Context: an optimization exercise on an open-source flow, tuned for small area, a short achievable clock period and few clock cycles per item. The choices shown serve that exercise and are no tape-out recipe. At most, simulation tests tie the RTL to the original design; equivalence was not proved. For run 3, only the layout was checked, not whether the RTL still works. Power is estimated from default activity; no workload was simulated.

--- flow/config.mk ---
export PLATFORM = sky130hd
export DESIGN_NAME = vrtb_ts
export DESIGN_NICKNAME = vrtb_ts
export VERILOG_FILES = /design/flow/design.v
export SDC_FILE = /design/flow/constraint.sdc
export NUM_CORES = 4
export LEC_CHECK = 0
export CAP_MARGIN = 10
export CORE_MARGIN = 2
export CORE_UTILIZATION = 40
export PLACE_DENSITY = 0.75
export SETUP_SLACK_MARGIN = 4.5
export SLEW_MARGIN = 10
export TNS_END_PERCENT = 0
--- flow/constraint.sdc ---
create_clock -name core_clock -period 8.0 [get_ports {clk}]
set_input_delay 1.6000 -clock core_clock [delete_from_list [all_inputs] [get_ports {clk}]]
set_output_delay 1.6000 -clock core_clock [all_outputs]
set_load 0.01 [all_outputs]
--- flow/run.sh ---
#!/bin/bash
# synth_recipe.tcl (not shown) runs the flow's synth.tcl, then flattens the netlist and writes it again
# the make line also repeats each setting of config.mk as NAME=value (left out here)
make -C /OpenROAD-flow-scripts/flow DESIGN_CONFIG=/design/flow/config.mk WORK_HOME=/design/flow/orfs CLKGATE_MAP_FILE= SYNTH_SCRIPT=/design/flow/synth_recipe.tcl finish
--- flow/design.v ---
module vrtb_ts_add #(parameter W = 32, parameter L = 5) (
    input  wire [W-1:0] a,
    input  wire [W-1:0] b,
    input  wire         ci,
    output wire [W-1:0] s,
    output wire         co
);
    wire [W-1:0] p0 = a ^ b;
    wire [W-1:0] g0 = a & b;
    wire [W-1:0] gl [0:L];
    wire [W-1:0] pl [0:L];
    assign gl[0] = {g0[W-1:1], g0[0] | (p0[0] & ci)};
    assign pl[0] = p0;
    genvar l, i;
    generate
        for (l = 0; l < L; l = l + 1) begin : lv
            for (i = 0; i < W; i = i + 1) begin : bt
                if ((i >> l) & 1) begin : cmb
                    localparam integer J = ((i >> l) << l) - 1;
                    assign gl[l+1][i] = gl[l][i] | (pl[l][i] & gl[l][J]);
                    assign pl[l+1][i] = pl[l][i] & pl[l][J];
                end else begin : pas
                    assign gl[l+1][i] = gl[l][i];
                    assign pl[l+1][i] = pl[l][i];
                end
            end
        end
    endgenerate
    assign s  = p0 ^ {gl[L][W-2:0], ci};
    assign co = gl[L][W-1];
endmodule
module vrtb_ts_inc #(parameter W = 64, parameter L = 6) (
    input  wire [W-1:0] a,
    output wire [W-1:0] s
);
    wire [W-1:0] pl [0:L];
    assign pl[0] = a;
    genvar l, i;
    generate
        for (l = 0; l < L; l = l + 1) begin : lv
            for (i = 0; i < W; i = i + 1) begin : bt
                if ((i >> l) & 1) begin : cmb
                    localparam integer J = ((i >> l) << l) - 1;
                    assign pl[l+1][i] = pl[l][i] & pl[l][J];
                end else begin : pas
                    assign pl[l+1][i] = pl[l][i];
                end
            end
        end
    endgenerate
    assign s = a ^ {pl[L][W-2:0], 1'b1};
endmodule
module vrtb_ts (
    input  wire        clk,
    input  wire        rst,
    input  wire        start,
    input  wire        next,
    input  wire [95:0] t0,
    input  wire [63:0] k0,
    input  wire [31:0] blk_size,
    input  wire [31:0] rate,
    output wire        ready,
    output reg         ts_valid,
    output wire [31:0] ts_sec,
    output wire [39:0] ts_frac,
    output wire        ts_err
);
    localparam [39:0] PS  = 40'd1000000000000;
    localparam [27:0] P5  = 28'd244140625;           
    localparam [3:0] S_IDLE = 4'd0,
                     S_LD   = 4'd1,    
                     S_PS   = 4'd2,    
                     S_CP1  = 4'd3,    
                     S_BZ   = 4'd4,    
                     S_CP2  = 4'd5,    
                     S_HDBL = 4'd6,    
                     S_HADD = 4'd7,    
                     S_T0   = 4'd8,    
                     S_WRAP = 4'd9;    
    reg [3:0]  state;
    reg        phase;      
    reg [5:0]  cnt;        
    reg        first;      
    reg        kz;         
    reg        bz;         
    reg [5:0]  tcnt;       
    reg        wrap;       
    reg        r1;         
    reg        bzero, kzero;
    reg [5:0]  bmsb, kmsb;
    reg [31:0] y_sec;
    reg [39:0] y_frac;
    reg [31:0] y_rem;
    reg [31:0] y_remn;
    reg [31:0] r_r;
    reg [63:0] idx;
    reg [31:0] t_sec;
    reg        t_ovf;
    reg        t_hi;       
    reg [27:0] t_rem;
    reg [11:0] t_lo;
    wire [39:0] t_frac = {t_rem, t_lo};
    reg        a_kx, a_dbl, a_add, a_t, a_cpy, a_cps, a_ys0, a_nx;
    reg        b_cpy, b_cps, b_nx;
    reg [32:0] a_ra;
    reg [31:0] a_rbs;
    reg [31:0] a_rbd;
    reg        a_ci;
    reg [40:0] b_fa;
    reg [32:0] b_sa;
    reg        b_oa;
    reg [39:0] b_fb;
    reg [31:0] b_sb;
    reg        b_ob;
    reg        b_fc;
    reg        ready_r;
    assign ready   = ready_r;
    assign ts_sec  = b_sa[31:0];
    assign ts_frac = b_fa[39:0];
    assign ts_err  = b_oa;
    function [5:0] msb32(input [31:0] v);
        integer i;
        begin
            msb32 = 6'd0;
            for (i = 0; i < 32; i = i + 1)
                if (v[i]) msb32 = i[5:0];
        end
    endfunction
    function [5:0] msb64(input [63:0] v);
        integer i;
        begin
            msb64 = 6'd0;
            for (i = 0; i < 64; i = i + 1)
                if (v[i]) msb64 = i[5:0];
        end
    endfunction
    wire [32:0] rs;
    wire        rs_c;
    vrtb_ts_add #(33, 6) u_rs (.a(a_ra), .b({1'b0, a_rbs}), .ci(1'b0), .s(rs), .co(rs_c));
    wire [33:0] rd;
    wire        rd_c;
    vrtb_ts_add #(34, 6) u_rd (.a({1'b0, a_ra}), .b({2'b11, a_rbd}), .ci(a_ci), .s(rd), .co(rd_c));
    wire        cr    = !rd[33];
    wire [31:0] rem_n = cr ? rd[31:0] : rs[31:0];
    wire [40:0] fs;
    wire        fs_c;
    vrtb_ts_add #(41, 6) u_fs (.a(b_fa), .b({1'b0, b_fb}), .ci(b_fc), .s(fs), .co(fs_c));
    wire [41:0] nps = ~{2'b00, PS};
    wire [41:0] fa2 = {1'b0, b_fa};
    wire [41:0] fb2 = {2'b00, b_fb};
    wire [41:0] fp  = fa2 ^ fb2 ^ nps;
    wire [41:0] fg  = {(fa2[40:0] & fb2[40:0]) | (fa2[40:0] & nps[40:0]) | (fb2[40:0] & nps[40:0]), b_fc};
    wire [41:0] fd;
    wire        fd_c;
    vrtb_ts_add #(42, 6) u_fd (.a(fp), .b(fg), .ci(1'b1), .s(fd), .co(fd_c));
    wire        cf     = !fd[41];
    wire [39:0] frac_n = cf ? fd[39:0] : fs[39:0];
    wire [32:0] ss0, ss1;
    wire        ss0_c, ss1_c;
    vrtb_ts_add #(33, 6) u_s0 (.a(b_sa), .b({1'b0, b_sb}), .ci(1'b0), .s(ss0), .co(ss0_c));
    vrtb_ts_add #(33, 6) u_s1 (.a(b_sa), .b({1'b0, b_sb}), .ci(1'b1), .s(ss1), .co(ss1_c));
    wire [32:0] ss     = cf ? ss1 : ss0;
    wire        ovf_n  = b_oa | b_ob | ss[32];
    wire [28:0] td_s = {t_rem, t_sec[31]};
    wire [28:0] td_d;
    wire        td_q;
    vrtb_ts_add #(29, 5) u_td (.a(td_s), .b(~{1'b0, P5}), .ci(1'b1), .s(td_d), .co(td_q));
    wire [63:0] idx_inc;
    vrtb_ts_inc #(64, 6) u_inc (.a(idx), .s(idx_inc));
    wire        idx_m1 = (idx[63:1] == {63{1'b1}}) && !idx[0];
    wire [5:0]  rmsb  = msb32(r_r);
    wire [30:0] ps_hi = PS[39:9];
    wire [30:0] rem_i = ps_hi >> (5'd31 - rmsb[4:0]);
    wire [63:0] hv   = phase ? idx : {32'd0, y_sec};
    wire [5:0]  cm1  = cnt - 6'd1;
    wire        hvm1 = hv[cm1];
    reg         hbit;
    reg        n_kx, n_dbl, n_add, n_ld, n_cin, n_cpy, n_cps, n_ys0, n_t, n_nx;
    reg [3:0]  n_state;
    reg [5:0]  n_cnt;
    reg        n_phase, n_kz, n_bz;
    wire       acc_next = (state == S_IDLE) && !start && next;
    wire [3:0] t0_wait = (tcnt[5:1] == 5'd0) ? S_IDLE : S_T0;
    task k_pass;
        begin
            n_kz    = kzero;
            n_cnt   = cnt - 6'd1;
            n_state = (kzero || cnt == 6'd0) ? t0_wait : S_HDBL;
        end
    endtask
    task h_end;
        begin
            if (!phase) begin
                n_cnt   = kmsb;
                n_phase = 1'b1;
                n_state = S_CP2;
            end else begin
                n_kz    = 1'b0;
                n_state = t0_wait;
            end
        end
    endtask
    always @(*) begin
        n_kx = 1'b1; n_dbl = 1'b0; n_add = 1'b0; n_ld = 1'b0; n_cin = 1'b0;
        n_cpy = 1'b0; n_cps = 1'b0; n_ys0 = 1'b0; n_t = 1'b0; n_nx = 1'b0;
        n_state = state; n_cnt = cnt; n_phase = phase; n_kz = kz; n_bz = bz;
        case (state)
            S_IDLE: begin
                if (start) begin
                    n_bz    = 1'b0;
                    n_state = S_LD;
                end else if (next) begin
                    if (first) begin
                        n_nx = 1'b1; n_t = 1'b1; n_kx = !kz;
                    end else if (wrap) begin
                        n_state = S_WRAP;
                    end else begin
                        n_nx  = 1'b1;
                        n_add = 1'b1;
                    end
                end
            end
            S_WRAP: begin
                n_nx = 1'b1; n_kx = 1'b0; n_t = 1'b1;
                n_state = S_IDLE;
            end
            S_LD: begin
                n_kx = 1'b0; n_ld = 1'b1;
                n_cnt = 6'd39 - rmsb;
                n_state = S_PS;
            end
            S_PS: begin
                n_dbl = 1'b1; n_cin = PS[cnt];
                n_cnt = cnt - 6'd1;
                if (cnt == 6'd0) begin
                    if (bzero) begin
                        n_state = S_BZ;
                    end else if (bmsb == 6'd0) begin
                        n_cnt   = kmsb;
                        n_phase = 1'b1;
                        n_state = S_CP2;
                    end else begin
                        n_cnt   = bmsb;
                        n_phase = 1'b0;
                        n_state = S_CP1;
                    end
                end
            end
            S_CP1: begin
                n_cpy   = 1'b1;
                n_cnt   = cnt - 6'd1;
                n_state = S_HDBL;
            end
            S_BZ: begin
                n_kx    = 1'b0;
                n_bz    = 1'b1;
                n_state = S_CP2;
            end
            S_CP2: begin
                n_cpy = 1'b1; n_cps = 1'b1;
                if (bz) begin
                    n_kz    = 1'b1;
                    n_state = t0_wait;
                end else
                    k_pass;
            end
            S_HDBL: begin
                n_dbl = 1'b1;
                if (hbit) begin
                    n_state = S_HADD;
                end else if (cnt != 6'd0) begin
                    n_cnt = cnt - 6'd1;
                end else
                    h_end;
            end
            S_HADD: begin
                n_add = 1'b1; n_ys0 = !phase;
                if (cnt != 6'd0) begin
                    n_cnt   = cnt - 6'd1;
                    n_state = S_HDBL;
                end else
                    h_end;
            end
            S_T0: begin
                if (tcnt[5:1] == 5'd0)
                    n_state = S_IDLE;
            end
            default: n_state = S_IDLE;
        endcase
        if (n_dbl) n_kx = 1'b0;
    end
    always @(posedge clk) begin
        a_ra  <= n_dbl ? {rem_n, n_cin} : n_kx ? {1'b0, rem_n} :
                 n_ld  ? {2'b00, rem_i} : 33'd0;
        a_rbs <= n_add ? y_rem  : 32'd0;
        a_rbd <= n_add ? y_remn : ~r_r;
        a_ci  <= !n_add;
        if (a_cpy) begin
            y_rem  <= a_ra[31:0];
            y_remn <= rd[31:0];
        end
        b_fa  <= a_dbl ? {frac_n, cr} : a_kx ? {1'b0, frac_n} : 41'd0;
        b_sa  <= a_dbl ? {ss[31:0], 1'b0} : a_kx ? {1'b0, ss[31:0]} : 33'd0;
        b_oa  <= (a_dbl | a_kx) & ovf_n;
        b_fb  <= a_add ? y_frac : a_t ? t_frac : 40'd0;
        b_sb  <= a_add ? (a_ys0 ? {31'd0, r1} : y_sec) : a_t ? t_sec : 32'd0;
        b_ob  <= a_t & t_ovf;
        b_fc  <= cr & !a_dbl;
        b_cpy <= a_cpy;
        b_cps <= a_cps;
        if (b_cpy) y_frac <= b_fa[39:0];
        if (b_cps) y_sec  <= b_sa[31:0];
        if (tcnt != 6'd0) begin
            t_rem <= td_q ? td_d[27:0] : td_s[27:0];
            t_sec <= {t_sec[30:0], td_q};
        end
        a_kx  <= n_kx;
        a_dbl <= n_dbl;
        a_add <= n_add;
        a_t   <= n_t;
        a_cpy <= n_cpy;
        a_cps <= n_cps;
        a_ys0 <= n_ys0;
        cnt   <= n_cnt;
        hbit  <= hvm1;
        phase <= n_phase;
        kz    <= n_kz;
        bz    <= n_bz;
        bzero <= (y_sec == 32'd0);
        bmsb  <= msb32(y_sec);
        kzero <= (idx == 64'd0);
        kmsb  <= msb64(idx);
        if ((state == S_IDLE) && start) begin
            r_r   <= rate;
            y_rem <= blk_size;      
            idx   <= k0;
            wrap  <= (k0 == {64{1'b1}});
            t_hi  <= (t0[95:72] != 24'd0);
            t_rem <= t0[71:44];
            t_sec <= t0[43:12];
            t_lo  <= t0[11:0];
        end
        if (acc_next && !first) begin
            idx  <= idx_inc;
            wrap <= idx_m1;
        end
        if (state == S_LD) begin
            t_ovf <= t_hi || (t_rem >= P5);
            r1    <= (r_r == 32'd1);
            y_sec <= y_rem;         
        end
        if (rst) begin
            state    <= S_IDLE;
            ready_r  <= 1'b1;
            first    <= 1'b0;
            tcnt     <= 6'd0;
            a_nx     <= 1'b0;
            b_nx     <= 1'b0;
            ts_valid <= 1'b0;
        end else begin
            state    <= n_state;
            ready_r  <= (n_state == S_IDLE);
            a_nx     <= n_nx;
            b_nx     <= a_nx;
            ts_valid <= b_nx;
            if ((state == S_IDLE) && start) begin
                first <= 1'b1;
                tcnt  <= 6'd32;
            end else begin
                if (acc_next)
                    first <= 1'b0;
                if (tcnt != 6'd0)
                    tcnt <= tcnt - 6'd1;
            end
        end
    end
endmodule
==> flow_metrics.env, run 1 <==
export IMPL_status="finished clean"
export IMPL_layout_nets=4438
export IMPL_grt_pass1_vias=27810
export IMPL_wire_per_inst_um=20.68
export IMPL_start_util=0.4029
export IMPL_hp_start="a_cps"
export IMPL_syn_cell_area_um2=34850
export IMPL_syn_num_nets=4233
export IMPL_hold_viol=0
export IMPL_drc_errors=0
export IMPL_synth_cell_types=87
export IMPL_powerDensity_nw_per_um2=402.9
export IMPL_rows=108
export IMPL_p_int_w=0.009856
export IMPL_root_buffer="clkbuf_16"
export IMPL_cts_sinks=602
export IMPL_die_w_um=299.2
export IMPL_dr_pass1_iters=6
export IMPL_yosys_register_bits=602
export IMPL_worst_path_buf_inv=2
export IMPL_skew_ps=38.54
export IMPL_final_cell_mix="nand2_1, edfxtp_1, clkdlybuf4s50_1"
export IMPL_hpwl_um=78050
export IMPL_fill_cells=7981
export IMPL_fmax_mhz=256.3
export IMPL_worstSkewPairLatency_ps=640
export IMPL_switchingPower_w=0.007035
export IMPL_place_congestion=0.9330
export IMPL_path_clk_slew_ps=60
export IMPL_cp_startpoint="b_fa[20]"
export IMPL_grt_overflow_total=0
export IMPL_maxCapViolCount=0
export IMPL_p_comb_frac=0.466
export IMPL_dp_cells=5000
export IMPL_seq_power_share=0.345
export IMPL_yosys_area_top_type_share=0.2732
export IMPL_dieArea_um2=89490
export IMPL_antenna_found_initial=3
export IMPL_arrival_ps=4400
export IMPL_synth_edf_count=317
export IMPL_pwr_share_clk=0.189
export IMPL_peakVddDrop_mv=0.2110
export IMPL_slowest_delay_ps=430
export IMPL_synthCells=3751
export IMPL_core_um2=86480
export IMPL_hold_path_class="reg -> reg"
export IMPL_rrSetupSlack_ps=4100
export IMPL_cp_max_fo=6
export IMPL_stdcell_count=5168
export IMPL_drive_gt1_frac=0.09245
export IMPL_cp_start_kind="flip-flop"
export IMPL_yosysSeqAreaShare=0.4369
export IMPL_worst_path_max_delay_cell="or3_4"
export IMPL_syn_mean_instance_area_um2=9.290
export IMPL_grt_use_total=0.2302
export IMPL_place_area_um2=38430
export IMPL_p_leak_nw=16.73
export IMPL_rsz0062_at_grt="true"
export IMPL_fin_crit_ps=3901
export IMPL_n_antenna_cell=0
export IMPL_dr_first_iter_drc_count=2549
export IMPL_ant_nets=0
export IMPL_crit_required_ps=8500
export IMPL_path_cells="inv_1 -> ha_4 -> inv_1 -> ha_1 -> a21o_1 -> a211o_1 -> a21oi_2 -> o221ai_4 -> or3_4 -> nand3_4 -> mux2_4 -> o21ai_4 -> a21boi_2 -> o21a_1 -> or3_4 -> a32o_1"
export IMPL_swShare=0.4165
export IMPL_dpl_worst_slack_ps=3242
export IMPL_synth_main_ff_cell="edfxtp_1"
export IMPL_worst_slew_pin_slew_ps=1163
export IMPL_period_share=0.4877
export IMPL_layout_commonest_cell="nand2_1"
export IMPL_dr_total_vias=29010
export IMPL_utilization=0.4848
export IMPL_synth_top_area_cell="edfxtp_1"
export IMPL_die_y_um=299.2
export IMPL_setup_ws_ps=4099
export IMPL_cts_buffers=69
export IMPL_synth_area_leaders="edfxtp_1, dfxtp_1, ha_1"
export IMPL_grt_pass1_wl_um=160900
export IMPL_synth_async_reset_ratio=0
export IMPL_area_growth_pct=20.32
export IMPL_setup_worst_path_end_class="flip-flop"
export IMPL_htree_num_levels=3
export IMPL_viasPerCell=5.613
export IMPL_drt_total_wl_um=106900
export IMPL_ios=303
export IMPL_cts_tree="built"
export IMPL_fin_area_um2=41930
export IMPL_drv_slew=0
export IMPL_criticalPathCategory="reg -> reg"
export IMPL_ys_warn_count=7
export IMPL_cp_top_family="compound AO/OA/AOI/OAI gates"
export IMPL_setup_tns_ps=0
export IMPL_setup_viol=0
export IMPL_reg2reg_from="b_fa[20]"
export IMPL_port_buffers=302
export IMPL_max_slew_margin=0.2227
export IMPL_grt_max_degree=124
export IMPL_cts_buffer_depth=3
[state kept, by name, indices dropped and copies added (netlist names), 12 cells and up]
name and count:
idx 64, b_fa 41, b_fb 40, y_frac 40, a_ra 33, b_sa 33
a_rbd 32, a_rbs 32, b_sb 32, r_r 32, t_sec 32, y_rem 32
y_remn 32, y_sec 32, t_rem 28, t_lo 12
[per-layer routing]
metal  routed length, µm  GRT usage  vias to the layer above
met4                4057    0.08071                        4
met3                8989    0.04486                      234
met5                  31          0                        -
li1                    -          -                    13640
met2               50650     0.3856                     1239
met1               43130     0.2965                    13890
[power groups by stage]
stage / sequential (W) / clock (W) / combinational [W]
finish: 0.00583 / 0.00320 / 0.00786
global route: 0.00593 / 0.00336 / 0.00863
CTS: 0.00578 / 0.00325 / 0.00755
detailed placement: 0.00583 / 0 / 0.00716
global placement: 0.00581 / 0 / 0.00699
floorplan: 0.00527 / 0 / 0.00549
[cell usage after synthesis (all sizes together) (61+ instances only)]
library cell and number:
o21ai 287, a21oi 186, dfxtp 285, ha 220
nand2 645, xnor2 117, inv 237, nor2 245
nand3 61, edfxtp 317, clkbuf 145, xor2 81
buf 89, a22o 74, nor3 77
[area by class of cell]
class	instances	area (µm²)	share of cell area
Multi-Input combinational cell	2678	18390	0.4387
Sequential cell	602	15260	0.3641
Timing Repair Buffer	367	3643	0.08690
Clock buffer	101	2022	0.04822
Tap cell	1155	1445	0.03447
Inverter	238	905.9	0.02161
Clock inverter	27	254.0	0.006058
[path summary, 6_finish.rpt]
check             cells past startpoint        to
setup / recovery                     16  b_sa[15]
hold / removal                        0     b_cps
setup reg to reg                     16  b_sa[15]
hold reg to reg                       0     b_cps
[through the flow]
step	total power (W)	hold WS, ps
2_1_floorplan	0.01075	309.6
3_3_place_gp	0.01280	313.0
3_5_place_dp	0.01298	312.1
4_1_cts	0.01658	326.2
5_1_grt	0.01792	336.0
6_report	0.01689	326.4
[repair_timing]
item,in CTS,in global routing
pin swaps,22,48
setup endpoints to repair,250,302
setup buffers,13,23
gates resized for setup,96,92
cloned,4,0
hold buffers,0,0
[logic make-up (layout without fill, tap and decap cells)]
logic type	after synthesis	in the layout	synth area share
AO/OA/AOI/OAI	876	877	0.1627
XOR/XNOR	198	198	0.04976
adder cells (fa/ha/maj)	254	254	0.09852
buffers and inverters	472	733	0.05892
flip-flops	602	602	0.4369
multiplexers	61	61	0.02894
AND/OR/NAND/NOR	1288	1288	0.1642
[worst register-to-register path, cell delays in order (launching register included)]
cell and delay [ps]:
dfxtp_2 350, inv_1 70, ha_4 290, inv_1 40, ha_1 220, a21o_1 190, a211o_1 330, a21oi_2 170
o221ai_4 150, or3_4 430, nand3_4 140, mux2_4 370, o21ai_4 160, a21boi_2 90, o21a_1 190, or3_4 330
a32o_1 260
Testbench counts, summed over its fixed seeds: cycles 3,984, items 1,152.
==> run 2: changes to the inputs <==
--- a/flow/design.v
+++ b/flow/design.v
@@ -103,7 +103,6 @@
     reg        a_kx, a_dbl, a_add, a_t, a_cpy, a_cps, a_ys0, a_nx;
     reg        b_cpy, b_cps, b_nx;
     reg [32:0] a_ra;
-    reg [31:0] a_rbs;
     reg [31:0] a_rbd;
     reg        a_ci;
     reg [40:0] b_fa;
@@ -136,7 +135,7 @@
     endfunction
     wire [32:0] rs;
     wire        rs_c;
-    vrtb_ts_add #(33, 6) u_rs (.a(a_ra), .b({1'b0, a_rbs}), .ci(1'b0), .s(rs), .co(rs_c));
+    vrtb_ts_add #(33, 6) u_rs (.a(a_ra), .b({1'b0, a_add ? y_rem : 32'd0}), .ci(1'b0), .s(rs), .co(rs_c));
     wire [33:0] rd;
     wire        rd_c;
     vrtb_ts_add #(34, 6) u_rd (.a({1'b0, a_ra}), .b({2'b11, a_rbd}), .ci(a_ci), .s(rd), .co(rd_c));
@@ -292,7 +291,6 @@
     always @(posedge clk) begin
         a_ra  <= n_dbl ? {rem_n, n_cin} : n_kx ? {1'b0, rem_n} :
                  n_ld  ? {2'b00, rem_i} : 33'd0;
-        a_rbs <= n_add ? y_rem  : 32'd0;
         a_rbd <= n_add ? y_remn : ~r_r;
         a_ci  <= !n_add;
         if (a_cpy) begin
==> flow/config.mk (replaced) <==
export PLATFORM = sky130hd
export DESIGN_NAME = vrtb_ts
export DESIGN_NICKNAME = vrtb_ts
export VERILOG_FILES = /design/flow/design.v
export SDC_FILE = /design/flow/constraint.sdc
export NUM_CORES = 4
export LEC_CHECK = 0
export CAP_MARGIN = 20
export CORE_MARGIN = 2
export CORE_UTILIZATION = 40
export SETUP_SLACK_MARGIN = 4.5
export SLEW_MARGIN = 20
export TNS_END_PERCENT = 0
==> flow_metrics.env, run 2 <==
export IMPL_status="finished clean"
export IMPL_worst_path_max_delay_cell="fa_1"
export IMPL_worstSkewPairLatency_ps=620
export IMPL_die_w_um=297.3
export IMPL_cp_top_family="compound AO/OA/AOI/OAI gates"
export IMPL_grt_pass1_wl_um=159800
export IMPL_dp_cells=4965
export IMPL_worst_path_buf_inv=4
export IMPL_grt_overflow_total=0
export IMPL_synth_cell_types=97
export IMPL_core_um2=85280
export IMPL_stdcell_count=5113
export IMPL_setup_viol=0
export IMPL_cp_max_fo=21
export IMPL_hold_viol=0
export IMPL_ys_warn_count=7
export IMPL_fmax_mhz=225.0
export IMPL_cts_buffer_depth=3
export IMPL_largest_register_ffs=64
export IMPL_arrival_ps=4960
export IMPL_dr_pass1_iters=6
export IMPL_setup_ws_ps=3555
export IMPL_place_congestion=0.9038
export IMPL_top_regs="idx x64, b_fa x41"
export IMPL_rsz0062_at_grt="true"
export IMPL_n_antenna_cell=0
export IMPL_synth_area_leaders="edfxtp_1, dfxtp_1, ha_1"
export IMPL_start_util=0.4036
export IMPL_synthCells=3722
export IMPL_syn_mean_instance_area_um2=9.248
export IMPL_skew_ps=30.45
export IMPL_path_cells="inv_1 -> fa_1 -> inv_1 -> fa_1 -> a21o_1 -> a21o_1 -> a2111oi_4 -> o41ai_2 -> a2111oi_4 -> buf_4 -> o31ai_4 -> a31oi_4 -> o21ai_2 -> o21ai_4 -> buf_12 -> mux2_2 -> a22o_1 -> a21o_1"
export IMPL_drv_slew=0
export IMPL_hold_path_class="reg -> reg"
export IMPL_rows=107
export IMPL_die_y_um=297.3
export IMPL_synthTopCellsByCount="nand2_1, edfxtp_1, o21ai_0"
export IMPL_cp_common_cell="a21o_1"
export IMPL_period_share=0.5556
export IMPL_dpl_worst_slack_ps=3225
export IMPL_yosysSeqAreaShare=0.4237
export IMPL_grt_use_total=0.2315
export IMPL_area_growth_pct=18.41
export IMPL_layout_nets=4393
export IMPL_setup_tns_ps=0
export IMPL_slowest_delay_ps=410
export IMPL_yosys_register_bits=570
export IMPL_crit_required_ps=8510
export IMPL_wire_per_inst_um=20.45
export IMPL_hpwl_um=77480
export IMPL_criticalPathCategory="reg -> reg"
export IMPL_dr_total_vias=27620
export IMPL_dieArea_um2=88410
export IMPL_regMostFlops="idx"
export IMPL_utilization=0.4779
export IMPL_port_buffers=302
export IMPL_synth_async_reset_ratio=0
export IMPL_viasPerCell=5.402
export IMPL_synth_top_area_cell="edfxtp_1"
export IMPL_syn_cell_area_um2=34420
export IMPL_yosys_area_top_type_share=0.2766
export IMPL_htree_num_levels=3
export IMPL_dr_first_iter_drc_count=2136
export IMPL_yosysMostFrequentCell="nand2_1"
export IMPL_setup_worst_path_end_class="flip-flop"
export IMPL_peakVddDrop_mv=0.2060
export IMPL_path_clk_slew_ps=60
export IMPL_powerDensity_nw_per_um2=408.8
export IMPL_synth_edf_count=317
export IMPL_fin_crit_ps=4445
export IMPL_layout_commonest_cell="nand2_1"
export IMPL_ant_nets=0
export IMPL_grt_pass1_vias=26940
export IMPL_drive_gt1_frac=0.07181
export IMPL_syn_num_nets=4204
export IMPL_worst_slew_pin_slew_ps=1042
export IMPL_root_buffer="clkbuf_16"
export IMPL_drt_total_wl_um=104600
export IMPL_synth_main_ff_cell="edfxtp_1"
export IMPL_drc_errors=0
export IMPL_grt_max_degree=123
export IMPL_ios=303
export IMPL_cts_tree="built"
export IMPL_cts_buffers=70
export IMPL_cts_sinks=570
export IMPL_p_leak_nw=16.51
export IMPL_cp_start_kind="flip-flop"
export IMPL_max_slew_margin=0.3036
export IMPL_antenna_found_initial=1
export IMPL_final_cell_mix="nand2_1, edfxtp_1, clkdlybuf4s50_1"
export IMPL_maxCapViolCount=0
[run 2: kinds of logic (layout without fill, tap and decap cells)]
| logic type | after synthesis | count (layout) | share of synthesized area |
|---|---|---|---|
| simple gates | 1264 | 1264 | 0.1627 |
| compound gates | 888 | 888 | 0.1691 |
| flops | 570 | 570 | 0.4237 |
| buf+inv | 472 | 719 | 0.06016 |
| fa+ha+maj | 254 | 254 | 0.09975 |
| xor+xnor | 201 | 201 | 0.05115 |
| mux | 73 | 73 | 0.03333 |
[run 2: layout make-up]
| type | instances | area [µm²] |
|---|---|---|
| fill | 8205 | 44520 |
| multi-input combinational | 2680 | 18010 |
| sequential | 570 | 14600 |
| timing repair buffer | 344 | 3400 |
| clock buffer | 102 | 2142 |
| tap | 1144 | 1431 |
| inverter | 245 | 924.6 |
| clock inverter | 28 | 242.7 |
[run 2: layer usage]
| metal | wire, µm | GRT usage | part of all wire |
|---|---|---|---|
| met5 | 13 | 0 | 0.00012 |
| met4 | 3223 | 0.07419 | 0.031 |
| met3 | 5195 | 0.03089 | 0.050 |
| met2 | 49290 | 0.3836 | 0.47 |
| met1 | 46860 | 0.3133 | 0.45 |
[run 2: timing repair]
item                       4_1_cts  5_1_grt
buffers inserted                 8        9
hold endpoints to repair         0        0
gates resized for setup         12       40
setup endpoints to repair      264      308
gates cloned                     0        1
pin swaps                        9       21
hold buffers                     0        0
[run 2: path summary, 6_finish.rpt]
path / start / to / slack (ps) / cells after the start
setup / recovery: a_ra[0] / a_ra[18] / 3550 / 18
hold / removal: a_cps / b_cps / 330 / 0
setup reg to reg: a_ra[0] / a_ra[18] / 3550 / 18
hold reg to reg: a_cps / b_cps / 330 / 0
[run 2: metrics by stage]
step | power (W) | hold slack, ps | cell area (µm²)
after floorplan | 0.01086 | 309.6 | 34440
after global placement | 0.01316 | 312.3 | 37990
after detailed placement | 0.01322 | 313.6 | 37990
after CTS | 0.01662 | 327.2 | 40480
after global routing | 0.01783 | 328.2 | 40760
final | 0.01666 | 326.4 | 40760
[run 2: report_power, final]
| group | total, W | leakage, nW | switching [W] | internal [W] |
|---|---|---|---|---|
| Combinational | 0.00758 | 10.2 | 0.00442 | 0.00316 |
| Clock | 0.00328 | 1.17 | 0.00131 | 0.00196 |
| Sequential | 0.00580 | 5.13 | 0.00122 | 0.00458 |
Testbench counts of run 2, summed over its fixed seeds: cycles 3,984, items 1,152.
==> run 3: changes to the inputs <==
--- a/flow/design.v
+++ b/flow/design.v
@@ -70,7 +70,6 @@
     localparam [3:0] S_IDLE = 4'd0,
                      S_LD   = 4'd1,    
                      S_PS   = 4'd2,    
-                     S_CP1  = 4'd3,    
                      S_BZ   = 4'd4,    
                      S_CP2  = 4'd5,    
                      S_HDBL = 4'd6,    
@@ -133,14 +132,17 @@
                 if (v[i]) msb64 = i[5:0];
         end
     endfunction
-    wire [32:0] rs;
+    wire [33:0] rs;
     wire        rs_c;
-    vrtb_ts_add #(33, 6) u_rs (.a(a_ra), .b({1'b0, a_add ? y_rem : 32'd0}), .ci(1'b0), .s(rs), .co(rs_c));
+    vrtb_ts_add #(34, 6) u_rs (.a({1'b0, a_ra}),
+                               .b(a_add ? {2'b00, y_rem} : a_cpy ? ~{1'b0, r_r, 1'b0} : 34'd0),
+                               .ci(a_cpy), .s(rs), .co(rs_c));
     wire [33:0] rd;
     wire        rd_c;
     vrtb_ts_add #(34, 6) u_rd (.a({1'b0, a_ra}), .b({2'b11, a_rbd}), .ci(a_ci), .s(rd), .co(rd_c));
     wire        cr    = !rd[33];
-    wire [31:0] rem_n = cr ? rd[31:0] : rs[31:0];
+    wire [31:0] nc    = (a_dbl | a_cpy) ? a_ra[31:0] : rs[31:0];
+    wire [31:0] rem_n = cr ? rd[31:0] : nc;
     wire [40:0] fs;
     wire        fs_c;
     vrtb_ts_add #(41, 6) u_fs (.a(b_fa), .b({1'b0, b_fb}), .ci(b_fc), .s(fs), .co(fs_c));
@@ -174,24 +176,27 @@
     wire [5:0]  cm1  = cnt - 6'd1;
     wire        hvm1 = hv[cm1];
     reg         hbit;
+    reg         bnext, knext;
+    wire [5:0]  bm1  = bmsb - 6'd1;
+    wire [5:0]  km1  = kmsb - 6'd1;
     reg        n_kx, n_dbl, n_add, n_ld, n_cin, n_cpy, n_cps, n_ys0, n_t, n_nx;
     reg [3:0]  n_state;
     reg [5:0]  n_cnt;
-    reg        n_phase, n_kz, n_bz;
+    reg        n_phase, n_kz, n_bz, n_hb;
     wire       acc_next = (state == S_IDLE) && !start && next;
     wire [3:0] t0_wait = (tcnt[5:1] == 5'd0) ? S_IDLE : S_T0;
     task k_pass;
         begin
             n_kz    = kzero;
-            n_cnt   = cnt - 6'd1;
-            n_state = (kzero || cnt == 6'd0) ? t0_wait : S_HDBL;
+            n_phase = 1'b1;
+            n_cnt   = kmsb - 6'd1;
+            n_hb    = knext;
+            n_state = (kzero || kmsb == 6'd0) ? t0_wait : S_HDBL;
         end
     endtask
     task h_end;
         begin
             if (!phase) begin
-                n_cnt   = kmsb;
-                n_phase = 1'b1;
                 n_state = S_CP2;
             end else begin
                 n_kz    = 1'b0;
@@ -203,6 +208,7 @@
         n_kx = 1'b1; n_dbl = 1'b0; n_add = 1'b0; n_ld = 1'b0; n_cin = 1'b0;
         n_cpy = 1'b0; n_cps = 1'b0; n_ys0 = 1'b0; n_t = 1'b0; n_nx = 1'b0;
         n_state = state; n_cnt = cnt; n_phase = phase; n_kz = kz; n_bz = bz;
+        n_hb = hvm1;
         case (state)
             S_IDLE: begin
                 if (start) begin
@@ -232,24 +238,20 @@
                 n_dbl = 1'b1; n_cin = PS[cnt];
                 n_cnt = cnt - 6'd1;
                 if (cnt == 6'd0) begin
+                    n_cpy = 1'b1;
                     if (bzero) begin
                         n_state = S_BZ;
                     end else if (bmsb == 6'd0) begin
-                        n_cnt   = kmsb;
-                        n_phase = 1'b1;
-                        n_state = S_CP2;
+                        n_cps = 1'b1;
+                        k_pass;
                     end else begin
-                        n_cnt   = bmsb;
+                        n_cnt   = bmsb - 6'd1;
                         n_phase = 1'b0;
-                        n_state = S_CP1;
+                        n_hb    = bnext;
+                        n_state = S_HDBL;
                     end
                 end
             end
-            S_CP1: begin
-                n_cpy   = 1'b1;
-                n_cnt   = cnt - 6'd1;
-                n_state = S_HDBL;
-            end
             S_BZ: begin
                 n_kx    = 1'b0;
                 n_bz    = 1'b1;
@@ -269,6 +271,9 @@
                     n_state = S_HADD;
                 end else if (cnt != 6'd0) begin
                     n_cnt = cnt - 6'd1;
+                end else if (!phase) begin
+                    n_cpy = 1'b1; n_cps = 1'b1;
+                    k_pass;
                 end else
                     h_end;
             end
@@ -294,8 +299,8 @@
         a_rbd <= n_add ? y_remn : ~r_r;
         a_ci  <= !n_add;
         if (a_cpy) begin
-            y_rem  <= a_ra[31:0];
-            y_remn <= rd[31:0];
+            y_rem  <= rem_n;
+            y_remn <= cr ? rs[31:0] : rd[31:0];
         end
         b_fa  <= a_dbl ? {frac_n, cr} : a_kx ? {1'b0, frac_n} : 41'd0;
         b_sa  <= a_dbl ? {ss[31:0], 1'b0} : a_kx ? {1'b0, ss[31:0]} : 33'd0;
@@ -306,8 +311,8 @@
         b_fc  <= cr & !a_dbl;
         b_cpy <= a_cpy;
         b_cps <= a_cps;
-        if (b_cpy) y_frac <= b_fa[39:0];
-        if (b_cps) y_sec  <= b_sa[31:0];
+        if (b_cpy) y_frac <= frac_n;
+        if (b_cps) y_sec  <= ss[31:0];
         if (tcnt != 6'd0) begin
             t_rem <= td_q ? td_d[27:0] : td_s[27:0];
             t_sec <= {t_sec[30:0], td_q};
@@ -320,7 +325,9 @@
         a_cps <= n_cps;
         a_ys0 <= n_ys0;
         cnt   <= n_cnt;
-        hbit  <= hvm1;
+        hbit  <= n_hb;
+        bnext <= y_sec[bm1[4:0]];
+        knext <= idx[km1];
         phase <= n_phase;
         kz    <= n_kz;
         bz    <= n_bz;
==> flow_metrics.env, run 3 <==
export IMPL_status="finished clean"
export IMPL_synthTopCellsByCount="nand2_1, edfxtp_1, o21ai_0"
export IMPL_place_area_um2=39830
export IMPL_final_cell_mix="nand2_1, edfxtp_1, clkdlybuf4s50_1"
export IMPL_grt_overflow_total=0
export IMPL_rsz0062_at_grt="true"
export IMPL_synthCells=3950
export IMPL_cp_max_fo=10
export IMPL_die_w_um=304.8
export IMPL_syn_num_nets=4434
export IMPL_drt_total_wl_um=118200
export IMPL_syn_cell_area_um2=36180
export IMPL_wire_per_inst_um=21.98
export IMPL_port_buffers=302
export IMPL_ant_nets=0
export IMPL_place_congestion=0.9288
export IMPL_setup_ws_ps=3624
export IMPL_setup_worst_path_end_class="flip-flop"
export IMPL_max_slew_margin=0.2740
export IMPL_dr_total_vias=30520
export IMPL_yosys_area_top_type_share=0.2631
export IMPL_fill_cells=8567
export IMPL_setup_viol=0
export IMPL_grt_pass1_vias=29540
export IMPL_arrival_ps=4860
export IMPL_start_util=0.4026
export IMPL_synth_main_ff_cell="edfxtp_1"
export IMPL_drive_gt1_frac=0.08829
export IMPL_area_growth_pct=18.81
export IMPL_yosysMostFrequentCell="nand2_1"
export IMPL_grt_pass1_wl_um=180200
export IMPL_core_um2=89870
export IMPL_drv_slew=0
export IMPL_synth_cell_types=85
export IMPL_layout_commonest_cell="nand2_1"
export IMPL_htree_num_levels=3
export IMPL_crit_required_ps=8490
export IMPL_yosysSeqAreaShare=0.4042
export IMPL_period_share=0.5469
export IMPL_dieArea_um2=92880
export IMPL_root_buffer="clkbuf_16"
export IMPL_dr_first_iter_drc_count=2458
export IMPL_cts_buffer_depth=3
export IMPL_antenna_found_initial=2
export IMPL_hold_viol=0
export IMPL_viasPerCell=5.672
export IMPL_layout_nets=4629
export IMPL_worstSkewPairLatency_ps=630
export IMPL_top_regs="idx x64, b_fa x41"
export IMPL_worst_slew_pin_slew_ps=1089
export IMPL_cts_sinks=572
export IMPL_die_y_um=304.8
export IMPL_cp_start_kind="flip-flop"
export IMPL_hold_path_class="reg -> reg"
export IMPL_fin_crit_ps=4376
export IMPL_rows=110
export IMPL_p_leak_nw=16.81
export IMPL_cts_buffers=70
export IMPL_fin_area_um2=42990
export IMPL_postCtsHoldBufs=0
export IMPL_dr_pass1_iters=7
export IMPL_ios=303
export IMPL_synth_edf_count=317
export IMPL_powerDensity_nw_per_um2=373.2
export IMPL_path_clk_slew_ps=60
export IMPL_skew_ps=32.31
export IMPL_peakVddDrop_mv=0.1651
export IMPL_fmax_mhz=228.5
export IMPL_dpl_worst_slack_ps=2887
export IMPL_syn_mean_instance_area_um2=9.160
export IMPL_grt_max_degree=122
export IMPL_synth_async_reset_ratio=0
export IMPL_hpwl_um=85030
export IMPL_cts_tree="built"
export IMPL_regMostFlops="idx"
export IMPL_setup_tns_ps=0
export IMPL_largest_register_ffs=64
export IMPL_drc_errors=0
export IMPL_criticalPathCategory="reg -> reg"
export IMPL_rrSetupSlack_ps=3620
export IMPL_yosys_register_bits=572
export IMPL_maxCapViolCount=0
export IMPL_synth_top_area_cell="edfxtp_1"
export IMPL_ys_warn_count=7
export IMPL_synth_area_leaders="edfxtp_1, dfxtp_1, ha_1"
export IMPL_grt_use_total=0.2501
==> run 3: worst max-delay path, cell delays in order, from the launching register on <==
cell and delay [ps]:
dfxtp_1 310, inv_2 70, fa_1 160, inv_1 50, fa_2 350, a21o_1 170, a21o_1 200, a2111oi_4 410
o21ai_2 120, o311a_1 340, a31o_4 260, a211o_4 360, a221oi_4 310, buf_4 210, a22o_4 240, buf_4 170
mux2i_1 300, nand2_1 110, nand2_1 90
==> run 3: power breakdown <==
part / switching, W / internal [W]
combinational: 0.00423 / 0.00328
sequential: 0.00101 / 0.00425
clock: 0.00133 / 0.00195
==> run 3: worst paths after layout <==
kind | from | end | cells after the start
worst max-delay path | a_ra[0] | y_rem[5] | 18
worst min-delay path | a_cps | b_cps | 0
worst max register to register | a_ra[0] | y_rem[5] | 18
worst min register to register | a_cps | b_cps | 0
==> run 3: area by class of cell <==
class,instances,area [µm²],area share
repair buffers,382,3775,0.08781
inverters,236,893.4,0.02078
multi-input cells,2883,19870,0.4621
well taps,1176,1471,0.03423
clock buffers,104,2054,0.04779
diodes,2,5.005,0.0001164
flip-flops and latches,572,14640,0.3404
clock inverters,25,290.3,0.006752
==> run 3: layer usage <==
metal  track usage  vias up  part of all wire
met2        0.4058     1112              0.46
met1        0.3364    14680              0.43
met5             0        -                 0
met4       0.09199        0             0.038
met3       0.04026      196             0.068
li1              -    14530                 -
==> run 3: cells by family (layout without fill, tap and decap cells) <==
group                      count (synthesis)  count (layout)  synth area share
muxes                                    112             112           0.05304
DFF                                      572             572            0.4042
buffers and inverters                    498             747           0.05965
xor gates and xnor gates                 212             212           0.05132
AOI/OAI and AO/OA                        975             978            0.1747
adders and majority gates                256             256           0.09578
and+or+nand+nor                         1325            1325            0.1613
other                                      0               2                 0
==> run 3: per-stage QoR <==
step	hold WS [ps]	total power [W]	utilization	std cells
after floorplan	309.6	0.01005	-	3950
after global placement	311.7	0.01216	0.4432	5203
after detailed placement	314.3	0.01223	0.4432	5203
after CTS	327.4	0.01595	0.4754	5361
after global routing	357.2	0.01709	0.4783	5378
final	331.2	0.01604	0.4784	5380
==> run 3: what timing repair did <==
action	in CTS	in global routing
buffers inserted	25	16
resized for setup	45	27
endpoints found under the setup margin	350	374
endpoints found under the hold margin	0	0
pin swaps	14	11
gates cloned	4	0
==> run 4: changes to the inputs <==
--- a/flow/design.v
+++ b/flow/design.v
@@ -68,8 +68,8 @@
     localparam [39:0] PS  = 40'd1000000000000;
     localparam [27:0] P5  = 28'd244140625;           
     localparam [3:0] S_IDLE = 4'd0,
-                     S_LD   = 4'd1,    
                      S_PS   = 4'd2,    
+                     S_CP1  = 4'd3,    
                      S_BZ   = 4'd4,    
                      S_CP2  = 4'd5,    
                      S_HDBL = 4'd6,    
@@ -85,6 +85,7 @@
     reg [5:0]  tcnt;       
     reg        wrap;       
     reg        r1;         
+    reg        ld1;        
     reg        bzero, kzero;
     reg [5:0]  bmsb, kmsb;
     reg [31:0] y_sec;
@@ -99,9 +100,10 @@
     reg [27:0] t_rem;
     reg [11:0] t_lo;
     wire [39:0] t_frac = {t_rem, t_lo};
-    reg        a_kx, a_dbl, a_add, a_t, a_cpy, a_cps, a_ys0, a_nx;
+    reg        a_kx, a_dbl, a_add, a_t, a_cpy, a_cps, a_ys0, a_nx, a_z;
     reg        b_cpy, b_cps, b_nx;
     reg [32:0] a_ra;
+    reg [31:0] a_rbs;
     reg [31:0] a_rbd;
     reg        a_ci;
     reg [40:0] b_fa;
@@ -132,17 +134,14 @@
                 if (v[i]) msb64 = i[5:0];
         end
     endfunction
-    wire [33:0] rs;
+    wire [32:0] rs;
     wire        rs_c;
-    vrtb_ts_add #(34, 6) u_rs (.a({1'b0, a_ra}),
-                               .b(a_add ? {2'b00, y_rem} : a_cpy ? ~{1'b0, r_r, 1'b0} : 34'd0),
-                               .ci(a_cpy), .s(rs), .co(rs_c));
+    vrtb_ts_add #(33, 6) u_rs (.a(a_ra), .b({1'b0, a_rbs}), .ci(1'b0), .s(rs), .co(rs_c));
     wire [33:0] rd;
     wire        rd_c;
     vrtb_ts_add #(34, 6) u_rd (.a({1'b0, a_ra}), .b({2'b11, a_rbd}), .ci(a_ci), .s(rd), .co(rd_c));
     wire        cr    = !rd[33];
-    wire [31:0] nc    = (a_dbl | a_cpy) ? a_ra[31:0] : rs[31:0];
-    wire [31:0] rem_n = cr ? rd[31:0] : nc;
+    wire [31:0] rem_n = cr ? rd[31:0] : rs[31:0];
     wire [40:0] fs;
     wire        fs_c;
     vrtb_ts_add #(41, 6) u_fs (.a(b_fa), .b({1'b0, b_fb}), .ci(b_fc), .s(fs), .co(fs_c));
@@ -169,34 +168,31 @@
     wire [63:0] idx_inc;
     vrtb_ts_inc #(64, 6) u_inc (.a(idx), .s(idx_inc));
     wire        idx_m1 = (idx[63:1] == {63{1'b1}}) && !idx[0];
-    wire [5:0]  rmsb  = msb32(r_r);
+    wire [5:0]  rmsb  = msb32(rate);
     wire [30:0] ps_hi = PS[39:9];
     wire [30:0] rem_i = ps_hi >> (5'd31 - rmsb[4:0]);
     wire [63:0] hv   = phase ? idx : {32'd0, y_sec};
     wire [5:0]  cm1  = cnt - 6'd1;
     wire        hvm1 = hv[cm1];
     reg         hbit;
-    reg         bnext, knext;
-    wire [5:0]  bm1  = bmsb - 6'd1;
-    wire [5:0]  km1  = kmsb - 6'd1;
-    reg        n_kx, n_dbl, n_add, n_ld, n_cin, n_cpy, n_cps, n_ys0, n_t, n_nx;
+    reg        n_kx, n_dbl, n_add, n_ld, n_cin, n_cpy, n_cps, n_ys0, n_t, n_nx, n_z;
     reg [3:0]  n_state;
     reg [5:0]  n_cnt;
-    reg        n_phase, n_kz, n_bz, n_hb;
+    reg        n_phase, n_kz, n_bz;
     wire       acc_next = (state == S_IDLE) && !start && next;
     wire [3:0] t0_wait = (tcnt[5:1] == 5'd0) ? S_IDLE : S_T0;
     task k_pass;
         begin
             n_kz    = kzero;
-            n_phase = 1'b1;
-            n_cnt   = kmsb - 6'd1;
-            n_hb    = knext;
-            n_state = (kzero || kmsb == 6'd0) ? t0_wait : S_HDBL;
+            n_cnt   = cnt - 6'd1;
+            n_state = (kzero || cnt == 6'd0) ? t0_wait : S_HDBL;
         end
     endtask
     task h_end;
         begin
             if (!phase) begin
+                n_cnt   = kmsb;
+                n_phase = 1'b1;
                 n_state = S_CP2;
             end else begin
                 n_kz    = 1'b0;
@@ -206,14 +202,15 @@
     endtask
     always @(*) begin
         n_kx = 1'b1; n_dbl = 1'b0; n_add = 1'b0; n_ld = 1'b0; n_cin = 1'b0;
-        n_cpy = 1'b0; n_cps = 1'b0; n_ys0 = 1'b0; n_t = 1'b0; n_nx = 1'b0;
+        n_cpy = 1'b0; n_cps = 1'b0; n_ys0 = 1'b0; n_t = 1'b0; n_nx = 1'b0; n_z = 1'b0;
         n_state = state; n_cnt = cnt; n_phase = phase; n_kz = kz; n_bz = bz;
-        n_hb = hvm1;
         case (state)
             S_IDLE: begin
                 if (start) begin
                     n_bz    = 1'b0;
-                    n_state = S_LD;
+                    n_ld = 1'b1;
+                    n_cnt = 6'd39 - rmsb;
+                    n_state = S_PS;
                 end else if (next) begin
                     if (first) begin
                         n_nx = 1'b1; n_t = 1'b1; n_kx = !kz;
@@ -229,29 +226,28 @@
                 n_nx = 1'b1; n_kx = 1'b0; n_t = 1'b1;
                 n_state = S_IDLE;
             end
-            S_LD: begin
-                n_kx = 1'b0; n_ld = 1'b1;
-                n_cnt = 6'd39 - rmsb;
-                n_state = S_PS;
-            end
             S_PS: begin
-                n_dbl = 1'b1; n_cin = PS[cnt];
+                n_dbl = 1'b1; n_cin = PS[cnt]; n_z = ld1;
                 n_cnt = cnt - 6'd1;
                 if (cnt == 6'd0) begin
-                    n_cpy = 1'b1;
                     if (bzero) begin
                         n_state = S_BZ;
                     end else if (bmsb == 6'd0) begin
-                        n_cps = 1'b1;
-                        k_pass;
+                        n_cnt   = kmsb;
+                        n_phase = 1'b1;
+                        n_state = S_CP2;
                     end else begin
-                        n_cnt   = bmsb - 6'd1;
+                        n_cnt   = bmsb;
                         n_phase = 1'b0;
-                        n_hb    = bnext;
-                        n_state = S_HDBL;
+                        n_state = S_CP1;
                     end
                 end
             end
+            S_CP1: begin
+                n_cpy   = 1'b1;
+                n_cnt   = cnt - 6'd1;
+                n_state = S_HDBL;
+            end
             S_BZ: begin
                 n_kx    = 1'b0;
                 n_bz    = 1'b1;
@@ -271,9 +267,6 @@
                     n_state = S_HADD;
                 end else if (cnt != 6'd0) begin
                     n_cnt = cnt - 6'd1;
-                end else if (!phase) begin
-                    n_cpy = 1'b1; n_cps = 1'b1;
-                    k_pass;
                 end else
                     h_end;
             end
@@ -294,40 +287,40 @@
         if (n_dbl) n_kx = 1'b0;
     end
     always @(posedge clk) begin
-        a_ra  <= n_dbl ? {rem_n, n_cin} : n_kx ? {1'b0, rem_n} :
-                 n_ld  ? {2'b00, rem_i} : 33'd0;
-        a_rbd <= n_add ? y_remn : ~r_r;
-        a_ci  <= !n_add;
+        a_ra  <= n_ld  ? {2'b00, rem_i} : n_dbl ? {rem_n, n_cin} :
+                 n_kx  ? {1'b0, rem_n} : 33'd0;
+        a_rbs <= n_add ? y_rem  : 32'd0;
+        a_rbd <= n_add ? y_remn : n_ld ? 32'd0 : ~r_r;
+        a_ci  <= !n_add && !n_ld;
         if (a_cpy) begin
-            y_rem  <= rem_n;
-            y_remn <= cr ? rs[31:0] : rd[31:0];
+            y_rem  <= a_ra[31:0];
+            y_remn <= rd[31:0];
         end
-        b_fa  <= a_dbl ? {frac_n, cr} : a_kx ? {1'b0, frac_n} : 41'd0;
-        b_sa  <= a_dbl ? {ss[31:0], 1'b0} : a_kx ? {1'b0, ss[31:0]} : 33'd0;
-        b_oa  <= (a_dbl | a_kx) & ovf_n;
+        b_fa  <= a_dbl ? {frac_n & {40{!a_z}}, cr} : a_kx ? {1'b0, frac_n} : 41'd0;
+        b_sa  <= (a_dbl & !a_z) ? {ss[31:0], 1'b0} : a_kx ? {1'b0, ss[31:0]} : 33'd0;
+        b_oa  <= ((a_dbl & !a_z) | a_kx) & ovf_n;
         b_fb  <= a_add ? y_frac : a_t ? t_frac : 40'd0;
         b_sb  <= a_add ? (a_ys0 ? {31'd0, r1} : y_sec) : a_t ? t_sec : 32'd0;
         b_ob  <= a_t & t_ovf;
         b_fc  <= cr & !a_dbl;
         b_cpy <= a_cpy;
         b_cps <= a_cps;
-        if (b_cpy) y_frac <= frac_n;
-        if (b_cps) y_sec  <= ss[31:0];
+        if (b_cpy) y_frac <= b_fa[39:0];
+        if (b_cps) y_sec  <= b_sa[31:0];
         if (tcnt != 6'd0) begin
             t_rem <= td_q ? td_d[27:0] : td_s[27:0];
             t_sec <= {t_sec[30:0], td_q};
         end
         a_kx  <= n_kx;
         a_dbl <= n_dbl;
+        a_z   <= n_z;
         a_add <= n_add;
         a_t   <= n_t;
         a_cpy <= n_cpy;
         a_cps <= n_cps;
         a_ys0 <= n_ys0;
         cnt   <= n_cnt;
-        hbit  <= n_hb;
-        bnext <= y_sec[bm1[4:0]];
-        knext <= idx[km1];
+        hbit  <= hvm1;
         phase <= n_phase;
         kz    <= n_kz;
         bz    <= n_bz;
@@ -349,7 +342,8 @@
             idx  <= idx_inc;
             wrap <= idx_m1;
         end
-        if (state == S_LD) begin
+        ld1 <= (state == S_IDLE) && start;
+        if (ld1) begin
             t_ovf <= t_hi || (t_rem >= P5);
             r1    <= (r_r == 32'd1);
             y_sec <= y_rem;         
==> flow_metrics.env, run 4 <==
export IMPL_status="finished clean"
export IMPL_grt_pass1_vias=27930
export IMPL_dr_total_vias=29150
export IMPL_cp_start_kind="input pin"
export IMPL_dpl_worst_slack_ps=2560
export IMPL_setup_tns_ps=0
export IMPL_layout_commonest_cell="nand2_1"
export IMPL_switchingPower_w=0.005616
export IMPL_skew_ps=18.49
export IMPL_dp_cells=5060
export IMPL_dr_pass1_iters=6
export IMPL_utilization=0.4873
export IMPL_cp_top_family="compound AO/OA/AOI/OAI gates"
export IMPL_p_comb_frac=0.417
export IMPL_pwr_share_clk=0.236
export IMPL_syn_mean_instance_area_um2=9.357
export IMPL_die_w_um=302.5
export IMPL_synthCells=3810
export IMPL_port_buffers=302
export IMPL_period_share=0.5092
export IMPL_grt_overflow_total=0
export IMPL_setup_viol=0
export IMPL_grt_max_degree=89
export IMPL_root_buffer="clkbuf_16"
export IMPL_cp_common_cell="nor2_1"
export IMPL_hold_path_class="reg -> reg"
export IMPL_synth_async_reset_ratio=0
export IMPL_syn_num_nets=4290
export IMPL_arrival_ps=4540
export IMPL_path_cells="clkdlybuf4s50_1 -> nor2_1 -> a211oi_2 -> o31ai_2 -> a31o_2 -> a21oi_2 -> buf_6 -> clkinvlp_4 -> ha_4 -> nor2_1 -> o22a_1 -> nor2_1 -> a31oi_1 -> o22ai_1 -> o21ai_1 -> o221ai_1"
export IMPL_synth_area_leaders="edfxtp_1, dfxtp_1, ha_1"
export IMPL_final_cell_mix="nand2_1, edfxtp_1, clkdlybuf4s50_1"
export IMPL_synth_edf_count=317
export IMPL_grt_pass1_wl_um=166900
export IMPL_max_slew_margin=0.3200
export IMPL_synth_main_ff_cell="edfxtp_1"
export IMPL_maxCapViolCount=0
export IMPL_crit_required_ps=8470
export IMPL_drt_total_wl_um=111400
export IMPL_place_congestion=0.9209
export IMPL_syn_cell_area_um2=35650
export IMPL_regMostFlops="idx"
export IMPL_drv_slew=0
export IMPL_viasPerCell=5.544
export IMPL_area_growth_pct=20.81
export IMPL_seq_power_share=0.347
export IMPL_stdcell_count=5258
export IMPL_setup_worst_path_end_class="flip-flop"
export IMPL_ant_nets=0
export IMPL_die_y_um=302.5
export IMPL_criticalPathCategory="in -> reg"
export IMPL_cts_tree="built"
export IMPL_worst_path_max_delay_cell="clkdlybuf4s50_1"
export IMPL_powerDensity_nw_per_um2=339.2
export IMPL_hold_viol=0
export IMPL_cts_sinks=604
export IMPL_swShare=0.3844
export IMPL_dieArea_um2=91530
export IMPL_synthTopCellsByCount="nand2_1, edfxtp_1, nor2_1"
export IMPL_yosysSeqAreaShare=0.4282
export IMPL_dr_first_iter_drc_count=2468
export IMPL_yosysMostFrequentCell="nand2_1"
export IMPL_top_regs="idx x64, b_fa x41"
export IMPL_n_antenna_cell=0
export IMPL_fmax_mhz=245.5
export IMPL_setup_ws_ps=3926
export IMPL_worst_path_buf_inv=3
export IMPL_ys_warn_count=7
export IMPL_antenna_found_initial=5
export IMPL_htree_num_levels=3
export IMPL_cts_buffers=73
export IMPL_rsz0062_at_grt="true"
export IMPL_synth_cell_types=92
export IMPL_fin_crit_ps=4074
export IMPL_p_leak_nw=16.84
export IMPL_cp_max_fo=6
export IMPL_synth_top_area_cell="edfxtp_1"
export IMPL_layout_nets=4512
export IMPL_grt_use_total=0.2371
export IMPL_drc_errors=0
export IMPL_peakVddDrop_mv=0.1854
export IMPL_ios=303
export IMPL_drive_gt1_frac=0.1104
export IMPL_worstSkewPairLatency_ps=630
export IMPL_rows=109
export IMPL_whs_ps=325.7
export IMPL_hpwl_um=81200
export IMPL_slowest_delay_ps=560
export IMPL_wire_per_inst_um=21.19
export IMPL_start_util=0.4034
export IMPL_cts_buffer_depth=3
export IMPL_largest_register_ffs=64
export IMPL_p_int_w=0.008995
export IMPL_core_um2=88370
export IMPL_path_clk_slew_ps=60
export IMPL_yosys_area_top_type_share=0.2670
export IMPL_worst_slew_pin_slew_ps=1019
export IMPL_yosys_register_bits=604
[run 4: cell count changes after synthesis, moves of 15 or more]
cell / delta
dfxtp_1: +32
a22o_1: -49
mux2_2: +17
xor2_1: -24
nand4_1: +16
o21ai_0: -76
nand2_1: -114
and2_1: +33
mux4_2: -31
clkbuf_1: -15
o22ai_1: +41
[run 4: final timing paths]
| check | endpoint | slack [ps] | start | cells past startpoint |
|---|---|---|---|---|
| min | b_cps | 330 | a_cps | 0 |
| min reg2reg | b_cps | 330 | a_cps | 0 |
| max | a_ra[9] | 3930 | rate[9] | 16 |
| max reg2reg | b_sa[8] | 4010 | b_fa[0] | 16 |
[run 4: stage by stage]
step | power (W) | instance area, µm²
global route | 0.01549 | 43070
detailed placement | 0.01061 | 39230
global placement | 0.01057 | 39230
floorplan | 0.008842 | 35660
CTS | 0.01441 | 42490
finish | 0.01461 | 43070
[run 4: power groups by stage]
stage / Clock, W / Combinational, W / Sequential (W)
3_5_place_dp: 0 / 0.00550 / 0.00511
2_1_floorplan: 0 / 0.00420 / 0.00465
6_report: 0.00344 / 0.00610 / 0.00507
4_1_cts: 0.00350 / 0.00585 / 0.00506
3_3_place_gp: 0 / 0.00545 / 0.00512
5_1_grt: 0.00361 / 0.00673 / 0.00515
[run 4: repair_timing]
action                     in CTS  in global routing
hold buffers                    0                  0
setup endpoints to repair     336                412
cloned                          4                  2
resized for setup             116                 70
pin swaps                      27                 31
buffers inserted               30                 25
[run 4: cell type report]
cell class,instances,area [µm²]
fillers,8325,45310
multi-input cells,2732,19100
flip-flops and latches,604,15310
repair buffers,391,3844
clock buffers,98,2066
well taps,1165,1458
inverters,230,880.8
clock inverters,38,407.9
[run 4: metal layers]
layer	GRT usage	vias up	part of all wire
met2	0.3776	939	0.46
met4	0.07530	4	0.029
met3	0.03509	172	0.065
li1	-	14070	-
met5	0	-	0.00046
met1	0.3317	13970	0.45
[run 4: logic make-up (layout without fill, tap and decap cells)]
family / after synthesis / count (layout) / share of synthesized area
AND/OR/NAND/NOR: 1276 / 1278 / 0.1625
AO/OA/AOI/OAI: 896 / 897 / 0.1644
flip-flops: 604 / 604 / 0.4282
buffers and inverters: 477 / 757 / 0.05837
adder cells (fa/ha/maj): 252 / 252 / 0.09561
XOR/XNOR: 195 / 195 / 0.04791
multiplexers: 110 / 110 / 0.04306
Testbench counts of run 4, summed over its fixed seeds: cycles 3,938, items 1,152.
==> run 5: changes to the inputs <==
--- a/flow/config.mk
+++ b/flow/config.mk
@@ -8,6 +8,7 @@
 export CAP_MARGIN = 20
 export CORE_MARGIN = 2
 export CORE_UTILIZATION = 40
+export PLACE_DENSITY = 0.75
 export SETUP_SLACK_MARGIN = 4.5
 export SLEW_MARGIN = 20
 export TNS_END_PERCENT = 0
==> flow_metrics.env, run 5 <==
export IMPL_skew_ps=28.98
export IMPL_worst_path_buf_inv=2
export IMPL_rsz0062_at_grt="true"
export IMPL_hold_end="b_cps"
export IMPL_setup_ws_ps=3966
export IMPL_synth_cell_types=92
export IMPL_ios=303
export IMPL_synth_main_ff_cell="edfxtp_1"
export IMPL_grt_max_degree=101
export IMPL_rrSetupSlack_ps=3970
export IMPL_pwr_share_clk=0.235
export IMPL_die_w_um=302.5
export IMPL_setup_viol=0
export IMPL_dr_total_vias=29790
export IMPL_worst_path_max_delay_cell="fa_2"
export IMPL_layout_nets=4489
export IMPL_crit_required_ps=8530
export IMPL_ys_warn_count=7
export IMPL_syn_mean_instance_area_um2=9.357
export IMPL_dieArea_um2=91530
export IMPL_worst_slew_pin_slew_ps=1098
export IMPL_powerDensity_nw_per_um2=338.7
export IMPL_stdcell_count=5235
export IMPL_start_util=0.4034
export IMPL_slowest_delay_ps=480
export IMPL_yosysSeqAreaShare=0.4282
export IMPL_wire_per_inst_um=21.07
export IMPL_final_cell_mix="nand2_1, edfxtp_1, nor2_1, clkdlybuf4s50_1, dfxtp_1"
export IMPL_dr_first_iter_drc_count=2620
export IMPL_hp_start="a_cps"
export IMPL_p_leak_nw=16.76
export IMPL_yosys_area_top_type_share=0.2670
export IMPL_place_area_um2=39200
export IMPL_antenna_found_initial=1
export IMPL_synthTopCellsByCount="nand2_1, edfxtp_1, nor2_1"
export IMPL_drv_slew=0
export IMPL_r2r_end="b_sa[8]"
export IMPL_grt_pass1_wl_um=166300
export IMPL_reg2reg_from="b_fa[16]"
export IMPL_rows=109
export IMPL_syn_cell_area_um2=35650
export IMPL_synth_top_area_cell="edfxtp_1"
export IMPL_worstSkewPairLatency_ps=620
export IMPL_hold_path_class="reg -> reg"
export IMPL_root_buffer="clkbuf_16"
export IMPL_drive_gt1_frac=0.1059
export IMPL_synth_area_leaders="edfxtp_1, dfxtp_1, ha_1"
export IMPL_port_buffers=302
export IMPL_path_clk_slew_ps=60
export IMPL_criticalPathCategory="reg -> reg"
export IMPL_cp_top_family="simple AND/OR/NAND/NOR gates"
export IMPL_switchingPower_w=0.005626
export IMPL_hold_viol=0
export IMPL_synth_edf_count=317
export IMPL_area_growth_pct=20.03
export IMPL_whs_ps=327.4
export IMPL_fin_area_um2=42790
export IMPL_grt_pass1_vias=28550
export IMPL_cts_buffers=71
export IMPL_maxCapViolCount=0
export IMPL_top_regs="idx x64, b_fa x41"
export IMPL_grt_overflow_total=0
export IMPL_swShare=0.3882
export IMPL_regMostFlops="idx"
export IMPL_cp_max_fo=7
export IMPL_peakVddDrop_mv=0.2689
export IMPL_p_comb_frac=0.416
export IMPL_synthCells=3810
export IMPL_cts_tree="built"
export IMPL_period_share=0.5043
export IMPL_dp_cells=5059
export IMPL_hpwl_um=80960
export IMPL_dpl_worst_slack_ps=2555
export IMPL_drc_errors=0
export IMPL_seq_power_share=0.350
export IMPL_drt_total_wl_um=110300
export IMPL_place_congestion=0.9421
export IMPL_r2r_worst_path_cells=15
export IMPL_dr_pass1_iters=6
export IMPL_syn_num_nets=4290
export IMPL_arrival_ps=4570
export IMPL_largest_register_ffs=64
export IMPL_die_y_um=302.5
export IMPL_path_cells="ha_4 -> inv_1 -> fa_2 -> nand3_1 -> nor4b_4 -> o41ai_4 -> nand3_2 -> or3b_4 -> a21oi_4 -> buf_12 -> mux2i_4 -> and2_4 -> fa_1 -> or3_1 -> o21ai_1"
export IMPL_max_slew_margin=0.2626
export IMPL_synth_async_reset_ratio=0
export IMPL_ant_nets=0
export IMPL_setup_tns_ps=0
export IMPL_yosys_register_bits=604
export IMPL_setup_worst_path_end_class="flip-flop"
export IMPL_htree_num_levels=3
export IMPL_viasPerCell=5.690
export IMPL_yosysMostFrequentCell="nand2_1"
export IMPL_layout_commonest_cell="nand2_1"
export IMPL_cts_sinks=604
export IMPL_cp_start_kind="flip-flop"
export IMPL_fmax_mhz=247.9
export IMPL_grt_use_total=0.2338
export IMPL_cts_buffer_depth=3
export IMPL_p_int_w=0.008866
export IMPL_status="finished clean"
export IMPL_core_um2=88370
export IMPL_fill_cells=8105
export IMPL_hold_depth=0
export IMPL_fin_crit_ps=4034
[run 5: cell counts after synthesis]
No cell type changed its count.
[run 5: worst register-to-register path: stages (launching register included)]
cell and delay, ps:
dfxtp_4 370, ha_4 160, inv_1 60, fa_2 480
nand3_1 250, nor4b_4 100, o41ai_4 390, nand3_2 170
or3b_4 450, a21oi_4 150, buf_12 150, mux2i_4 240
and2_4 160, fa_1 420, or3_1 310, o21ai_1 80
[run 5: layer usage]
| layer | GRT usage | part of all wire | vias to the layer above |
|---|---|---|---|
| met4 | 0.09805 | 0.045 | 0 |
| met2 | 0.3878 | 0.47 | 1224 |
| li1 | - | - | 13990 |
| met5 | 0 | 0 | - |
| met3 | 0.03459 | 0.071 | 251 |
| met1 | 0.3051 | 0.41 | 14320 |
[run 5: power groups by stage]
stage               Sequential (W)  Clock (W)  Combinational (W)
finish                     0.00507    0.00340            0.00603
global route               0.00513    0.00357            0.00661
CTS                        0.00504    0.00345            0.00583
detailed placement         0.00509          0            0.00553
global placement           0.00509          0            0.00542
floorplan                  0.00465          0            0.00420
[run 5: kinds of logic after synthesis]
family	after synthesis	share of synthesized area
buffers and inverters	477	0.05837
AOI/OAI and AO/OA	896	0.1644
muxes	110	0.04306
DFF	604	0.4282
and+or+nand+nor	1276	0.1625
adders and majority gates	252	0.09561
xor gates and xnor gates	195	0.04791
[run 5: per-stage QoR]
stage                     total power (W)  utilization
after floorplan                  0.008842            -
after global placement            0.01050       0.4436
after detailed placement          0.01062       0.4436
after CTS                         0.01433       0.4796
after global routing              0.01532       0.4841
final                             0.01449       0.4842
[run 5: repair_timing]
item | 4_1_cts | 5_1_grt
pin swaps | 24 | 24
gates resized for setup | 112 | 62
endpoints found under the hold margin | 0 | 0
setup buffers | 28 | 13
hold buffers | 0 | 0
setup endpoints to repair | 309 | 342
gates cloned | 0 | 1
[run 5: worst max-delay path by stage]
stage                  start        to  cells past startpoint
floorplan            rate[2]   a_ra[2]                     13
global placement    rate[31]   a_ra[2]                     10
detailed placement  rate[31]   a_ra[2]                     10
CTS                  b_fb[0]   b_sa[8]                     16
global route        b_fa[16]  b_sa[14]                     16
finish              b_fa[16]   b_sa[8]                     15
[run 5: cell type report]
cell class,instances,area [µm²],share of cell area
multi-input cells,2729,19070,0.4458
flip-flops and latches,604,15310,0.3578
repair buffers,373,3633,0.08492
clock buffers,87,1952,0.04562
well taps,1165,1458,0.03407
inverters,230,877.1,0.02050
clock inverters,45,478.0,0.01117
diodes,2,5.005,0.0001170

afterwards: timing with drivers on the ports:
In the flow no input, the clock included, has a driving cell. The finished layouts below were timed again as built, in two steps.
Step 1: set_driving_cell puts a clkbuf_16 on clk and a buf_2 on each other input, an assumption about the parent block.
Step 2 times the ports against the registers' clock, not the clock port: input delays grow and output delays shrink by t, the midpoint of the rising clock arrivals with the driver on.
Slacks: ideal ports / drivers / drivers and shift; pairs: ideal ports / drivers.
run	shift t [ns]	setup slack, ns	slew at the worst register clock pin (ns)	worst data-port slew with drivers (ns)
run 1	0.685	4.099 / 4.099 / 3.528	0.07 / 0.07	0.08
run 2	0.671	3.555 / 3.555 / 3.274	0.06 / 0.06	0.11
run 3	0.687	3.624 / 3.624 / 3.558	0.07 / 0.07	0.06
run 4	0.697	3.926 / 3.974 / 3.277	0.07 / 0.07	0.11
run 5	0.678	3.966 / 3.966 / 3.379	0.07 / 0.07	0.14
After both steps setup and hold are still met in every run listed. For run 4, which loses most, drivers alone change the setup slack by +0.048 ns; drivers and shift together by -0.649 ns.
